What follows belongs to an exercise in optimizing a design on an open flow for small area; a production flow would make more cautious choices.
In this exercise RTL edits were held to simulation tests only and were not proved equivalent to the original.
No activity file was given, so power comes from the tool's default toggle rates.

### flow/config.mk
export PLATFORM = sky130hd
export DESIGN_NAME = trfu
export DESIGN_NICKNAME = trfu
export VERILOG_FILES = /design/flow/design.v
export SDC_FILE = /design/flow/constraint.sdc
export NUM_CORES = 4
export LEC_CHECK = 0
export CAP_MARGIN = 20
export CORE_MARGIN = 2
export CORE_UTILIZATION = 40
export SLEW_MARGIN = 20
### flow/constraint.sdc
create_clock -name core_clock -period 10.0 [get_ports {clk}]
set_input_delay 2.0000 -clock core_clock [delete_from_list [all_inputs] [get_ports {clk}]]
set_output_delay 2.0000 -clock core_clock [all_outputs]
set_load 0.01 [all_outputs]
### flow/design.v
module trfu (
    input  wire        clk,
    input  wire        rst,        
    input  wire        line_in,    
    output reg         line_out,   
    output reg         line_oe,    
    input  wire [15:0] addr,
    input  wire [7:0]  wdata,
    input  wire        we,
    input  wire        re,
    output reg  [7:0]  rdata,
    output wire        exit_app
);
    localparam [7:0]  START_MARKER   = 8'h1B;
    localparam [7:0]  TOKEN          = 8'h0E;
    localparam [15:0] TR_WAIT_BOUND  = 16'd3000;
    localparam [15:0] TR_PULSE_MIN   = 16'd8;
    localparam [15:0] TR_PULSE_MAX   = 16'd1000;
    localparam [7:0]  RETRY_MAX      = 8'd3;
    localparam [15:0] RXBUF_SIZE     = 16'd32;
    localparam [15:0] TXBUF_SIZE     = 16'd32;
    localparam [15:0] ZERO_FINAL_SHORTEN = 16'd5;
    localparam [2:0] PH_IDLE = 3'd0, PH_RECOVER = 3'd1, PH_RECEIVE = 3'd2,
                     PH_HELD = 3'd3, PH_TRANSMIT = 3'd4, PH_EXITED = 3'd5;
    localparam [1:0] TR_W_LOW = 2'd0, TR_W_RISE = 2'd1, TR_M_HIGH = 2'd2, TR_M_LOW = 2'd3;
    localparam [1:0] RX_WAIT_FALL1 = 2'd0, RX_WINDOW = 2'd1, RX_ZERO_TAIL = 2'd2, RX_WAIT_RISE = 2'd3;
    localparam [2:0] FS_START = 3'd0, FS_SEQ = 3'd1, FS_LENH = 3'd2, FS_LENL = 3'd3,
                     FS_TOKEN = 3'd4, FS_BODY = 3'd5, FS_CKSUM = 3'd6;
    localparam [7:0] EV_NONE = 8'd0, EV_TR_NO_LOW = 8'd1, EV_TR_NO_HIGH = 8'd2,
                     EV_TR_HIGH_LONG = 8'd3, EV_TR_LOW_LONG = 8'd4, EV_TR_SHORT = 8'd5,
                     EV_EOT_NO_FALL = 8'd6, EV_EOT_ZERO_TAIL = 8'd7, EV_EOT_NO_RISE = 8'd8,
                     EV_EXIT_LOW = 8'd9, EV_EXIT_RETRY = 8'd10, EV_CMD_ILLEGAL = 8'd11,
                     EV_CMD_PHASE = 8'd12, EV_CMD_TXLEN = 8'd13, EV_TX_DONE = 8'd14,
                     EV_TIMING_OK = 8'd15;
    localparam [8:0] SYM_DATA0 = 9'd25;
    reg [2:0]  phase;
    reg [15:0] t_h, t_l, t_p, t_q, t_w;
    reg        tvalid;
    reg [1:0]  trs;
    reg [15:0] c_cnt;
    reg [15:0] hm;
    reg        prev;
    reg [1:0]  rxs;
    reg [15:0] sc;
    reg [15:0] lowrun;
    reg [7:0]  sr;
    reg [1:0]  discard;
    reg [2:0]  fs;
    reg [7:0]  ck;
    reg [7:0]  seqw;
    reg [15:0] lenw;
    reg [15:0] bidx;
    reg [7:0]  rxseq;
    reg [15:0] rxlen;
    reg [7:0]  rxck;
    reg [7:0]  txseq;
    reg [15:0] txlen;
    reg [7:0]  txck;
    reg [7:0]  retry;
    reg [7:0]  event_r;
    reg [8:0]  tx_sym;      
    reg [1:0]  tx_seg;      
    reg        tx_one;      
    reg [15:0] txrem;       
    reg [7:0]  tx_ck;       
    reg [7:0] rxbuf [0:31];
    reg [7:0] txbuf [0:31];
    function [15:0] sat16_inc(input [15:0] v);
        sat16_inc = (v == 16'hFFFF) ? v : v + 16'd1;
    endfunction
    wire rx   = line_in;
    wire fall = prev & ~rx;
    wire rise = ~prev & rx;
    assign exit_app = (phase == PH_EXITED);
    wire [7:0] status = {1'b0, tvalid, phase == PH_EXITED, phase == PH_TRANSMIT,
                         phase == PH_HELD, phase};
    always @* begin
        rdata = 8'h00;
        if (addr[15:12] == 4'h0) begin
            case (addr[11:0])
                12'h001: rdata = status;
                12'h002: rdata = event_r;
                12'h003: rdata = retry;
                12'h004: rdata = t_h[7:0];
                12'h005: rdata = t_h[15:8];
                12'h006: rdata = t_l[7:0];
                12'h007: rdata = t_l[15:8];
                12'h008: rdata = t_q[7:0];
                12'h009: rdata = t_q[15:8];
                12'h00A: rdata = t_w[7:0];
                12'h00B: rdata = t_w[15:8];
                12'h00C: rdata = t_p[7:0];
                12'h00D: rdata = t_p[15:8];
                12'h00E: rdata = rxseq;
                12'h00F: rdata = rxck;
                12'h010: rdata = rxlen[7:0];
                12'h011: rdata = rxlen[15:8];
                12'h012: rdata = txseq;
                12'h013: rdata = txck;
                12'h014: rdata = txlen[7:0];
                12'h015: rdata = txlen[15:8];
                12'h016: rdata = RXBUF_SIZE[7:0];
                12'h017: rdata = RXBUF_SIZE[15:8];
                12'h018: rdata = TXBUF_SIZE[7:0];
                12'h019: rdata = TXBUF_SIZE[15:8];
                12'h01A: rdata = START_MARKER;
                12'h01B: rdata = TOKEN;
                default: rdata = 8'h00;
            endcase
        end else if (addr[15:12] == 4'h1) begin
            if (addr[11:0] < RXBUF_SIZE[11:0]) rdata = rxbuf[addr[4:0]];
        end else if (addr[15:12] == 4'h2) begin
            if (addr[11:0] < TXBUF_SIZE[11:0]) rdata = txbuf[addr[4:0]];
        end
    end
    wire [15:0] n_frame = txlen + 16'd6;                  
    wire [15:0] trailer_sym = 16'd25 + {n_frame[12:0], 3'b000};
    wire [8:0]  sym_next = tx_sym + 9'd1;
    wire [8:0]  data_k   = sym_next - SYM_DATA0;          
    wire [5:0]  byte_j   = data_k[8:3];                   
    wire [2:0]  bit_i    = data_k[2:0];
    wire [5:0] txb_off = byte_j - 6'd5;
    wire [4:0] txb_idx = txb_off[4:0];
    reg [7:0] frame_byte;
    always @* begin
        if (byte_j == 6'd0)                  frame_byte = START_MARKER;
        else if (byte_j == 6'd1)             frame_byte = txseq;
        else if (byte_j == 6'd2)             frame_byte = txlen[15:8];
        else if (byte_j == 6'd3)             frame_byte = txlen[7:0];
        else if (byte_j == 6'd4)             frame_byte = TOKEN;
        else if ({10'd0, byte_j} < n_frame - 16'd1) frame_byte = txbuf[txb_idx];
        else                                 frame_byte = tx_ck;
    end
    wire next_is_trailer = ({7'd0, sym_next} == trailer_sym);
    wire next_is_data    = (sym_next >= SYM_DATA0) && !next_is_trailer;
    wire next_one        = (sym_next < 9'd23) ? 1'b1 :
                           (sym_next < SYM_DATA0) ? 1'b0 : frame_byte[bit_i];
    wire cur_is_trailer  = ({7'd0, tx_sym} == trailer_sym);
    wire cur_is_final    = ({7'd0, tx_sym} == trailer_sym - 16'd1);
    wire [15:0] zero_tail = t_p - 16'd3 * t_q;            
    wire [15:0] shorten   = (ZERO_FINAL_SHORTEN < zero_tail - 16'd1) ?
                            ZERO_FINAL_SHORTEN : zero_tail - 16'd1;
    reg [2:0]  phase_n;
    reg [15:0] t_h_n, t_l_n, t_p_n, t_q_n, t_w_n;
    reg        tvalid_n;
    reg [1:0]  trs_n;
    reg [15:0] c_n, hm_n;
    reg [1:0]  rxs_n;
    reg [15:0] sc_n, lowrun_n;
    reg [7:0]  sr_n;
    reg [1:0]  discard_n;
    reg [2:0]  fs_n;
    reg [7:0]  ck_n, seqw_n;
    reg [15:0] lenw_n, bidx_n;
    reg [7:0]  rxseq_n, rxck_n, txseq_n, txck_n;
    reg [15:0] rxlen_n, txlen_n;
    reg [7:0]  retry_n, event_n;
    reg        line_oe_n, line_out_n;
    reg [8:0]  tx_sym_n;
    reg [1:0]  tx_seg_n;
    reg        tx_one_n;
    reg [15:0] txrem_n;
    reg [7:0]  tx_ck_n;
    reg        rxbuf_we;
    reg [4:0]  rxbuf_wa;
    reg [7:0]  rxbuf_wd;
    reg        txbuf_we;
    reg [15:0] c1, sc1, lowrun1, lm, pv;
    reg [7:0]  rtry;
    reg        carry;
    reg [7:0]  srs;
    task enter_recover;
        begin
            phase_n = PH_RECOVER;
            trs_n   = TR_W_LOW;
            c_n     = 16'd0;
            fs_n    = FS_START;
            ck_n    = 8'h00;
            sr_n    = 8'h80;
        end
    endtask
    task do_exit(input [7:0] code);
        begin
            event_n    = code;
            phase_n    = PH_EXITED;
            line_oe_n  = 1'b0;
            line_out_n = 1'b1;
            fs_n       = FS_START;
            ck_n       = 8'h00;
            sr_n       = 8'h80;
            discard_n  = 2'd0;
        end
    endtask
    task spend_retry(input [7:0] code, input is_eot);
        begin
            event_n = code;
            rtry    = (retry == 8'hFF) ? retry : retry + 8'd1;
            retry_n = rtry;
            if (rtry > RETRY_MAX) begin
                do_exit(EV_EXIT_RETRY);
            end else begin
                trs_n = TR_W_LOW;
                c_n   = 16'd0;
                if (is_eot) enter_recover;
            end
        end
    endtask
    task deliver(input [7:0] b);
        begin
            case (fs)
                FS_START: begin
                    if (b == START_MARKER) begin
                        ck_n = b;
                        fs_n = FS_SEQ;
                    end
                end
                FS_SEQ: begin
                    seqw_n = b;
                    ck_n   = ck ^ b;
                    fs_n   = FS_LENH;
                end
                FS_LENH: begin
                    lenw_n[15:8] = b;
                    ck_n   = ck ^ b;
                    fs_n   = FS_LENL;
                end
                FS_LENL: begin
                    lenw_n[7:0] = b;
                    ck_n   = ck ^ b;
                    fs_n   = FS_TOKEN;
                end
                FS_TOKEN: begin
                    if (b == TOKEN) begin
                        ck_n   = ck ^ b;
                        bidx_n = 16'd0;
                        fs_n   = (lenw == 16'd0) ? FS_CKSUM : FS_BODY;
                    end else begin
                        fs_n = FS_START;
                        ck_n = 8'h00;
                    end
                end
                FS_BODY: begin
                    if (bidx >= RXBUF_SIZE) begin
                        fs_n = FS_START;
                        ck_n = 8'h00;
                    end else begin
                        rxbuf_we = 1'b1;
                        rxbuf_wa = bidx[4:0];
                        rxbuf_wd = b;
                        ck_n     = ck ^ b;
                        bidx_n   = bidx + 16'd1;
                        if (bidx + 16'd1 == lenw) fs_n = FS_CKSUM;
                    end
                end
                FS_CKSUM: begin
                    if (b == ck) begin
                        rxseq_n = seqw;
                        rxlen_n = lenw;
                        rxck_n  = b;
                        phase_n = PH_HELD;
                    end
                    fs_n = FS_START;
                    ck_n = 8'h00;
                end
                default: begin
                    fs_n = FS_START;
                    ck_n = 8'h00;
                end
            endcase
        end
    endtask
    task shift_bit(input b);
        begin
            carry = sr[0];
            srs   = {b, sr[7:1]};
            if (carry) begin
                sr_n    = 8'h80;
                retry_n = 8'h00;
                if (discard != 2'd0) discard_n = discard - 2'd1;
                else                 deliver(srs);
            end else begin
                sr_n = srs;
            end
        end
    endtask
    always @* begin
        phase_n   = phase;
        t_h_n = t_h; t_l_n = t_l; t_p_n = t_p; t_q_n = t_q; t_w_n = t_w;
        tvalid_n  = tvalid;
        trs_n     = trs;
        c_n       = c_cnt;
        hm_n      = hm;
        rxs_n     = rxs;
        sc_n      = sc;
        lowrun_n  = lowrun;
        sr_n      = sr;
        discard_n = discard;
        fs_n      = fs;
        ck_n      = ck;
        seqw_n    = seqw;
        lenw_n    = lenw;
        bidx_n    = bidx;
        rxseq_n   = rxseq;
        rxlen_n   = rxlen;
        rxck_n    = rxck;
        txseq_n   = txseq;
        txlen_n   = txlen;
        txck_n    = txck;
        retry_n   = retry;
        event_n   = event_r;
        line_oe_n = line_oe;
        line_out_n = line_out;
        tx_sym_n  = tx_sym;
        tx_seg_n  = tx_seg;
        tx_one_n  = tx_one;
        txrem_n   = txrem;
        tx_ck_n   = tx_ck;
        rxbuf_we  = 1'b0;
        rxbuf_wa  = 5'd0;
        rxbuf_wd  = 8'h00;
        txbuf_we  = 1'b0;
        c1 = 16'd0; sc1 = 16'd0; lowrun1 = 16'd0; lm = 16'd0; pv = 16'd0;
        rtry = 8'h00; carry = 1'b0; srs = 8'h00;
        case (phase)
            PH_RECOVER: begin
                c1  = sat16_inc(c_cnt);
                c_n = c1;
                case (trs)
                    TR_W_LOW: begin
                        if (!rx) begin
                            trs_n = TR_W_RISE;
                            c_n   = 16'd0;
                        end else if (c1 >= TR_WAIT_BOUND) begin
                            spend_retry(EV_TR_NO_LOW, 1'b0);
                        end
                    end
                    TR_W_RISE: begin
                        if (rx) begin
                            trs_n = TR_M_HIGH;
                            c_n   = 16'd0;
                        end else if (c1 >= TR_WAIT_BOUND) begin
                            spend_retry(EV_TR_NO_HIGH, 1'b0);
                        end
                    end
                    TR_M_HIGH: begin
                        if (!rx) begin
                            hm_n  = c1;
                            trs_n = TR_M_LOW;
                            c_n   = 16'd0;
                        end else if (c1 >= TR_PULSE_MAX) begin
                            spend_retry(EV_TR_HIGH_LONG, 1'b0);
                        end
                    end
                    default: begin  
                        if (rx) begin
                            lm = c1;
                            if (hm < TR_PULSE_MIN || lm < TR_PULSE_MIN) begin
                                spend_retry(EV_TR_SHORT, 1'b0);
                            end else begin
                                pv        = hm + lm;
                                t_h_n     = hm;
                                t_l_n     = lm;
                                t_p_n     = pv;
                                t_q_n     = pv >> 2;
                                t_w_n     = pv - (pv >> 3);
                                tvalid_n  = 1'b1;
                                event_n   = EV_TIMING_OK;
                                sr_n      = 8'hC0;
                                discard_n = 2'd3;
                                fs_n      = FS_START;
                                ck_n      = 8'h00;
                                phase_n   = PH_RECEIVE;
                                rxs_n     = RX_WAIT_FALL1;
                                sc_n      = 16'd0;
                                lowrun_n  = 16'd0;
                            end
                        end else if (c1 >= TR_PULSE_MAX) begin
                            spend_retry(EV_TR_LOW_LONG, 1'b0);
                        end
                    end
                endcase
            end
            PH_RECEIVE: begin
                sc1 = sat16_inc(sc);
                if (fall)     lowrun1 = 16'd0;
                else if (!rx) lowrun1 = sat16_inc(lowrun);
                else          lowrun1 = lowrun;
                sc_n     = sc1;
                lowrun_n = lowrun1;
                case (rxs)
                    RX_WAIT_FALL1: begin
                        if (fall)              rxs_n = RX_WINDOW;
                        else if (sc1 >= t_w)   spend_retry(EV_EOT_NO_FALL, 1'b1);
                    end
                    RX_WINDOW: begin
                        if (fall) begin
                            rxs_n = RX_ZERO_TAIL;
                            shift_bit(1'b0);
                        end else if (sc1 >= t_w) begin
                            rxs_n = RX_WAIT_RISE;
                            shift_bit(1'b1);
                        end
                    end
                    RX_ZERO_TAIL: begin
                        if (rise) begin
                            rxs_n = RX_WAIT_FALL1;
                            sc_n  = 16'd0;
                        end else if (lowrun1 >= t_p) begin
                            spend_retry(EV_EOT_ZERO_TAIL, 1'b1);
                        end
                    end
                    default: begin  
                        if (rise) begin
                            rxs_n = RX_WAIT_FALL1;
                            sc_n  = 16'd0;
                        end else if (!rx && lowrun1 >= t_p) begin
                            do_exit(EV_EXIT_LOW);
                        end else if ({1'b0, sc1} >= {t_p, 1'b0}) begin
                            spend_retry(EV_EOT_NO_RISE, 1'b1);
                        end
                    end
                endcase
            end
            PH_TRANSMIT: begin
                if (txrem > 16'd1) begin
                    txrem_n = txrem - 16'd1;
                end else if (cur_is_trailer) begin
                    line_oe_n  = 1'b0;
                    line_out_n = 1'b1;
                    txck_n     = tx_ck;
                    txlen_n    = 16'd0;
                    rxlen_n    = 16'd0;
                    event_n    = EV_TX_DONE;
                    enter_recover;
                    tx_sym_n   = 9'd0;
                    tx_seg_n   = 2'd0;
                    tx_one_n   = 1'b1;
                    txrem_n    = 16'd0;
                end else if (tx_one ? (tx_seg == 2'd0) : (tx_seg != 2'd3)) begin
                    tx_seg_n = tx_seg + 2'd1;
                    if (tx_one) begin
                        txrem_n    = t_l;
                        line_out_n = 1'b0;
                    end else begin
                        line_out_n = tx_seg[0];     
                        if (tx_seg == 2'd2)
                            txrem_n = cur_is_final ? zero_tail - shorten : zero_tail;
                        else
                            txrem_n = t_q;
                    end
                end else begin
                    tx_sym_n   = sym_next;
                    tx_seg_n   = 2'd0;
                    tx_one_n   = next_one;
                    line_out_n = 1'b1;
                    txrem_n    = (next_is_trailer || !next_one) ? t_q : t_h;
                    if (next_is_data && bit_i == 3'd0 &&
                        ({10'd0, byte_j} < n_frame - 16'd1))
                        tx_ck_n = tx_ck ^ frame_byte;
                end
            end
            default: ;  
        endcase
        if (we) begin
            if (addr == 16'h0000) begin
                case (wdata)
                    8'h00: ;  
                    8'h01: begin  
                        if (phase_n == PH_IDLE || phase_n == PH_EXITED) begin
                            retry_n    = 8'h00;
                            tvalid_n   = 1'b0;
                            event_n    = EV_NONE;
                            rxlen_n    = 16'd0;
                            line_oe_n  = 1'b0;
                            line_out_n = 1'b1;
                            enter_recover;
                            discard_n  = 2'd0;
                        end else begin
                            event_n = EV_CMD_PHASE;
                        end
                    end
                    8'h02: begin  
                        if (phase_n != PH_HELD) begin
                            event_n = EV_CMD_PHASE;
                        end else if (txlen > TXBUF_SIZE) begin
                            event_n = EV_CMD_TXLEN;
                        end else begin
                            phase_n    = PH_TRANSMIT;
                            tx_sym_n   = 9'd0;
                            tx_seg_n   = 2'd0;
                            tx_one_n   = 1'b1;
                            txrem_n    = t_h;
                            tx_ck_n    = 8'h00;
                            line_oe_n  = 1'b1;
                            line_out_n = 1'b1;
                        end
                    end
                    8'h03: begin  
                        if (phase_n == PH_HELD) begin
                            rxlen_n = 16'd0;
                            enter_recover;
                        end else begin
                            event_n = EV_CMD_PHASE;
                        end
                    end
                    8'h04: begin  
                        phase_n    = PH_IDLE;
                        line_oe_n  = 1'b0;
                        line_out_n = 1'b1;
                        tx_sym_n   = 9'd0;
                        tx_seg_n   = 2'd0;
                        tx_one_n   = 1'b1;
                        txrem_n    = 16'd0;
                        fs_n       = FS_START;
                        ck_n       = 8'h00;
                        sr_n       = 8'h80;
                        discard_n  = 2'd0;
                        rxlen_n    = 16'd0;
                    end
                    default: event_n = EV_CMD_ILLEGAL;
                endcase
            end else if (phase_n != PH_TRANSMIT) begin
                if (addr == 16'h0012) txseq_n = wdata;
                if (addr == 16'h0014) txlen_n[7:0] = wdata;
                if (addr == 16'h0015) txlen_n[15:8] = wdata;
                if (addr[15:12] == 4'h2 && addr[11:0] < TXBUF_SIZE[11:0]) txbuf_we = 1'b1;
            end
        end
    end
    always @(posedge clk) begin
        if (rst) begin
            phase    <= PH_IDLE;
            t_h <= 16'd0; t_l <= 16'd0; t_p <= 16'd0; t_q <= 16'd0; t_w <= 16'd0;
            tvalid   <= 1'b0;
            trs      <= TR_W_LOW;
            c_cnt    <= 16'd0;
            hm       <= 16'd0;
            prev     <= 1'b1;
            rxs      <= RX_WAIT_FALL1;
            sc       <= 16'd0;
            lowrun   <= 16'd0;
            sr       <= 8'h80;
            discard  <= 2'd0;
            fs       <= FS_START;
            ck       <= 8'h00;
            seqw     <= 8'h00;
            lenw     <= 16'd0;
            bidx     <= 16'd0;
            rxseq    <= 8'h00;
            rxlen    <= 16'd0;
            rxck     <= 8'h00;
            txseq    <= 8'h00;
            txlen    <= 16'd0;
            txck     <= 8'h00;
            retry    <= 8'h00;
            event_r  <= 8'h00;
            line_oe  <= 1'b0;
            line_out <= 1'b1;
            tx_sym   <= 9'd0;
            tx_seg   <= 2'd0;
            tx_one   <= 1'b1;
            txrem    <= 16'd0;
            tx_ck    <= 8'h00;
        end else begin
            phase    <= phase_n;
            t_h <= t_h_n; t_l <= t_l_n; t_p <= t_p_n; t_q <= t_q_n; t_w <= t_w_n;
            tvalid   <= tvalid_n;
            trs      <= trs_n;
            c_cnt    <= c_n;
            hm       <= hm_n;
            prev     <= rx;
            rxs      <= rxs_n;
            sc       <= sc_n;
            lowrun   <= lowrun_n;
            sr       <= sr_n;
            discard  <= discard_n;
            fs       <= fs_n;
            ck       <= ck_n;
            seqw     <= seqw_n;
            lenw     <= lenw_n;
            bidx     <= bidx_n;
            rxseq    <= rxseq_n;
            rxlen    <= rxlen_n;
            rxck     <= rxck_n;
            txseq    <= txseq_n;
            txlen    <= txlen_n;
            txck     <= txck_n;
            retry    <= retry_n;
            event_r  <= event_n;
            line_oe  <= line_oe_n;
            line_out <= line_out_n;
            tx_sym   <= tx_sym_n;
            tx_seg   <= tx_seg_n;
            tx_one   <= tx_one_n;
            txrem    <= txrem_n;
            tx_ck    <= tx_ck_n;
        end
    end
    always @(posedge clk) begin
        if (!rst && rxbuf_we) rxbuf[rxbuf_wa] <= rxbuf_wd;
        if (!rst && txbuf_we) txbuf[addr[4:0]] <= wdata;
    end
endmodule
### flow/run.sh
#!/bin/bash
# synth_recipe.tcl (not shown) runs the flow's synth.tcl, then flattens the netlist and writes it again
# the make line also repeats each setting of config.mk as NAME=value (left out here)
make -C /OpenROAD-flow-scripts/flow DESIGN_CONFIG=/design/flow/config.mk WORK_HOME=/design/flow/orfs CLKGATE_MAP_FILE= SYNTH_SCRIPT=/design/flow/synth_recipe.tcl finish
==> summary.txt <==
OUTCOME
------------------------------------------------------------------------------------------
Result of the run ........................................................... finished clean

PWR
------------------------------------------------------------------------------------------
Combinational cell fraction of total power ..................................         3.2%
Switching power .............................................................      1.67 mW
Post-layout power ...........................................................      7.27 mW
Power Dens Cells ............................................................  136 nW/um^2
Clock share of power ........................................................        47.3%
Leakage .....................................................................      17.1 nW
Share of total power consumed by net switching ..............................        23.0%
Int Power ...................................................................      5.60 mW
Worst IR Drop VDD ...........................................................     0.198 mV
Part of the total power dissipated in sequential elements ...................        49.6%

LAYOUT
------------------------------------------------------------------------------------------
Final Net Count .............................................................        4,900
Summed area of non-filler cells in the final layout .........................  53,300 um^2
Layout-stage area growth over the synthesis result ..........................        10.2%
Fillers .....................................................................        11.3k
Finished Layout Cells .......................................................        6,409
Layout cell share with drive strength beyond 1 ..............................        10.4%
Fin util ....................................................................        44.4%

SYNTH
------------------------------------------------------------------------------------------
Yosys warning count .........................................................            1
Cell variety after synth ....................................................          103
Post-synthesis sequential element count .....................................          828
EDFF count, synth ...........................................................          512
Share of async-settable or async-resettable flops after synthesis ...........           0%
Part of the Yosys area used for sequential elements .........................        44.9%
Number of standard cells after synthesis ....................................        4,800
Leading register cell type out of synthesis ................................. sky130_fd_sc_hd__edfxtp_1
Synthesized area per cell ...................................................    10.1 um^2
Total standard cell area after synthesis ....................................  48,400 um^2

FLOORPLAN
------------------------------------------------------------------------------------------
Floorplan die area .......................................................... 124,000 um^2
Number of rows created at floorplan .........................................          127
Die Y .......................................................................       352 um
Initial cell density of the core ............................................        40.3%
Top-Level Pins ..............................................................           40
DIE WIDTH ...................................................................       352 um
Area inside the core boundary ............................................... 120,000 um^2

STA
------------------------------------------------------------------------------------------
Slew HR .....................................................................        21.2%
Worst Setup Slack, final ....................................................      1.94 ns
Final Skew ..................................................................    0.0611 ns
Post-route fraction of the period consumed by the critical path .............        80.6%
Max-slew violation total from the final report ..............................            0
Final hold violation count ..................................................            0
Transition time at the pin with the least slew margin .......................      1.17 ns
Setup repair after global routing missed its margin .........................        false
Endpoints failing setup .....................................................            0
Final setup TNS .............................................................         0 ns
Fin Hold WS .................................................................     0.466 ns
Max Freq ....................................................................      124 MHz
Fin crit period .............................................................      8.06 ns

ROUTE
------------------------------------------------------------------------------------------
Remaining antenna violation count after routing .............................            0
Drt drc .....................................................................            0
Routed via count divided by cell count ......................................         6.18
Post-detailed-routing wire length ...........................................   160,000 um
DR vias .....................................................................        39.6k
First drt pass iteration count ..............................................            6
Wirelength per Cell .........................................................      24.9 um
First DRT Iteration DRCs ....................................................        5,025

SETUP PATH
------------------------------------------------------------------------------------------
Critical Path Max Stage Delay ...............................................      0.73 ns
Cell repeated most along the worst path ..................................... sky130_fd_sc_hd__nand2_1
Depth of the worst register-to-register path ................................           21
Crit path max-delay family .................................................. simple AND/OR/NAND/NOR gates
R2r startpoint ..............................................................    tx_sym[0]
Required time of the critical path ..........................................      8.00 ns
Buffering stage count on the worst path with inverters included .............            3
Capture point of the worst reg-to-reg path ..................................    txrem[15]
R2R setup slack .............................................................      2.33 ns
Classification of the worst setup path ...................................... input port to primary output
Critical Path AT ............................................................      6.06 ns
Crit path max-delay cell type ............................................... sky130_fd_sc_hd__clkdlybuf4s50_1
Type of element launching the critical path .................................   input port
Endpoint kind of the worst setup timing path ................................ primary output
Ordered cell list for the critical path ..................................... clkdlybuf4s50_1, nor4_1, buf_4, nand2_1, nor2_1, nand2_1, nor2_1, a221oi_1, nand4_1, nor2_1, nand2_1, nand2_1, o221ai_1, clkdlybuf4s50_1
Maximum fanout count along the critical path ................................            7

GRT
------------------------------------------------------------------------------------------
Via count of the first global-routing pass ..................................        36.7k
Wire length of the first global-routing pass ................................   238,000 um
Antenna violations before repair ............................................            8
Total overflow reported by the global router ................................            0
Total global-route track usage ..............................................        25.4%
Maximum number of pins on one net before global-route repair ................           76

WORST HOLD PATH
------------------------------------------------------------------------------------------
Hold Crit Endpoint ..........................................................   event_r[7]
Worst hold path startpoint ..................................................   event_r[7]
Worst hold path cell count ..................................................            1
Hold crit path type ......................................................... flop to flop

PLACED DESIGN
------------------------------------------------------------------------------------------
Number of buffer cells added on primary ports ...............................           38
Standard cell area after detailed placement .................................  50,200 um^2
Final HPWL DP ...............................................................   112,000 um
Final weighted congestion in routability-driven placement ...................        0.941
DP Worst Slack ..............................................................      1.60 ns
Placed Cells ................................................................        6,238

FLOW RUN
------------------------------------------------------------------------------------------
# Max-Cap Violations ........................................................            0

CLOCK NETWORK
------------------------------------------------------------------------------------------
Clock edge transition at the registers on the reported setup and hold paths .      0.06 ns
Clock tree root driver cell ................................................. sky130_fd_sc_hd__clkbuf_16
Skew-Pair Late Insertion Delay ..............................................      0.72 ns
Clock tree from TritonCTS ...................................................         done
# H-tree levels .............................................................            3
Resized Gates After CTS .....................................................            0
Clock Path Buffers ..........................................................            3
Hold_buf cts ................................................................            0
Total CTS buffers ...........................................................           90
Post-CTS setup buffer count .................................................            0
CTS Sinks ...................................................................          828

## Yosys cell counts (31+ instances only)
| cell | count | area share, % |
|---|---|---|
| sky130_fd_sc_hd__clkbuf_1 | 232 | 1.8 |
| sky130_fd_sc_hd__a21o_1 | 39 | 0.61 |
| sky130_fd_sc_hd__mux4_2 | 189 | 8.8 |
| sky130_fd_sc_hd__xor2_1 | 63 | 1.1 |
| sky130_fd_sc_hd__and3_1 | 69 | 0.89 |
| sky130_fd_sc_hd__nor3_1 | 93 | 0.96 |
| sky130_fd_sc_hd__xnor2_1 | 90 | 1.6 |
| sky130_fd_sc_hd__dfxtp_1 | 316 | 13 |
| sky130_fd_sc_hd__nor4_1 | 34 | 0.44 |
| sky130_fd_sc_hd__nor2_1 | 498 | 3.9 |
| sky130_fd_sc_hd__nand4_1 | 59 | 0.76 |
| sky130_fd_sc_hd__buf_2 | 31 | 0.32 |
| sky130_fd_sc_hd__inv_1 | 141 | 1.1 |
| sky130_fd_sc_hd__o21ai_0 | 216 | 2.2 |
| sky130_fd_sc_hd__o211ai_1 | 35 | 0.54 |
| sky130_fd_sc_hd__nand2b_1 | 50 | 0.65 |
| sky130_fd_sc_hd__or3_1 | 34 | 0.44 |
| sky130_fd_sc_hd__and2_1 | 48 | 0.62 |
| sky130_fd_sc_hd__a211oi_1 | 58 | 0.90 |
| sky130_fd_sc_hd__mux2i_1 | 131 | 2.7 |
| sky130_fd_sc_hd__nand3_1 | 153 | 1.6 |
| sky130_fd_sc_hd__edfxtp_1 | 512 | 32 |
| sky130_fd_sc_hd__nand2_1 | 512 | 4.0 |
| sky130_fd_sc_hd__a21oi_1 | 366 | 3.8 |
| sky130_fd_sc_hd__ha_1 | 137 | 3.5 |
| sky130_fd_sc_hd__a22oi_1 | 100 | 1.6 |
| sky130_fd_sc_hd__a31oi_1 | 37 | 0.48 |
## final cells by class
| type | instances | area (um^2) | area share [%] |
|---|---|---|---|
| inverters | 146 | 548 | 1.03 |
| flip-flops and latches | 828 | 21700 | 40.7 |
| multi-input cells | 3534 | 25000 | 46.9 |
| diodes | 3 | 7.51 | 0.0141 |
| well taps | 1612 | 2020 | 3.79 |
| clock inverters | 55 | 632 | 1.19 |
| clock buffers | 113 | 2410 | 4.52 |
| repair buffers | 118 | 952 | 1.79 |
## kinds of logic after synthesis
family | synth area share (%)
simple gates | 16.6
fa+ha+maj | 4.21
xor+xnor | 2.87
compound gates | 16.0
other cells | 0.00775
buf+inv | 3.61
flops | 44.9
mux | 11.9
## state kept, by name, summed over array words and instances (netlist names), 9 cells and up
name    cells
t_l        16
rxlen      16
txrem      16
t_p        16
sc         16
lowrun     16
rxbuf     256
lenw       16
t_w        16
txbuf     256
t_h        16
bidx       16
c_cnt      16
tx_sym      9
hm         16
txlen      16
## routing by layer
layer  up-vias  part of all wire, %  track usage, %
li1      17926                    -               -
met1     19625                   43            36.1
met2      1758                   45            39.1
met3       288                  8.9            4.48
met4        10                  3.1            8.40
met5         -                0.040               0
## cell usage in the layout, fill, tap and decap left out, drive strengths merged, types with 90 or more instances in the layout
cell type	synthesis	final
clkbuf	233	114
nand3	154	154
a22oi	101	101
xnor2	90	90
mux4	189	189
a21oi	367	367
ha	137	137
nor2	499	499
nor3	95	95
o21ai	223	223
edfxtp	512	512
dfxtp	316	316
nand2	513	513
mux2i	131	131
inv	143	150
## power groups by stage
stage / logic (mW) / registers, mW / clock network [mW]
4_1_cts: 0.230 / 3.60 / 3.49
2_1_floorplan: 0.136 / 3.67 / 0
6_report: 0.231 / 3.60 / 3.44
5_1_grt: 0.243 / 3.60 / 3.61
3_3_place_gp: 0.229 / 3.67 / 0
3_5_place_dp: 0.230 / 3.67 / 0
## worst max path at each step
stage | endpoint | depth (start not counted) | start
floorplan | txbuf[31][0] | 22 | line_in
global placement | txbuf[24][1] | 20 | line_in
detailed placement | txbuf[24][1] | 20 | line_in
CTS | rdata[4] | 13 | addr[9]
global route | txrem[14] | 24 | line_in
finish | rdata[5] | 14 | addr[9]

==> static timing again, ports no longer ideal <==
No port has a modelled driver above. Below, the same layout with a new extraction and two added sets of constraints.
Step 1 (the two cells are an assumption about what drives the block):
set clk [get_ports {clk}]
set_driving_cell -lib_cell sky130_fd_sc_hd__clkbuf_16 $clk
set_driving_cell -lib_cell sky130_fd_sc_hd__buf_2 [delete_from_list [all_inputs] $clk]
Step 2, shift: input delay + t, output delay - t, t = (earliest + latest rising clock arrival at the registers) / 2. This alone moves slack from input paths to output paths.
Three values: ideal, step 1, step 2; two values: the first two.
t (ns): 0.768
slack for setup (ns): 1.937 / 1.910 / 1.337
hold WS [ns]: 0.466 / 0.466 / 0.466
worst setup path after step 2: input to register
slew at the worst register clock pin (ns): 0.07 / 0.07
After both steps this run still meets setup and hold. The setup slack of this run moves by -0.027 ns with the drivers and by -0.600 ns with both steps.
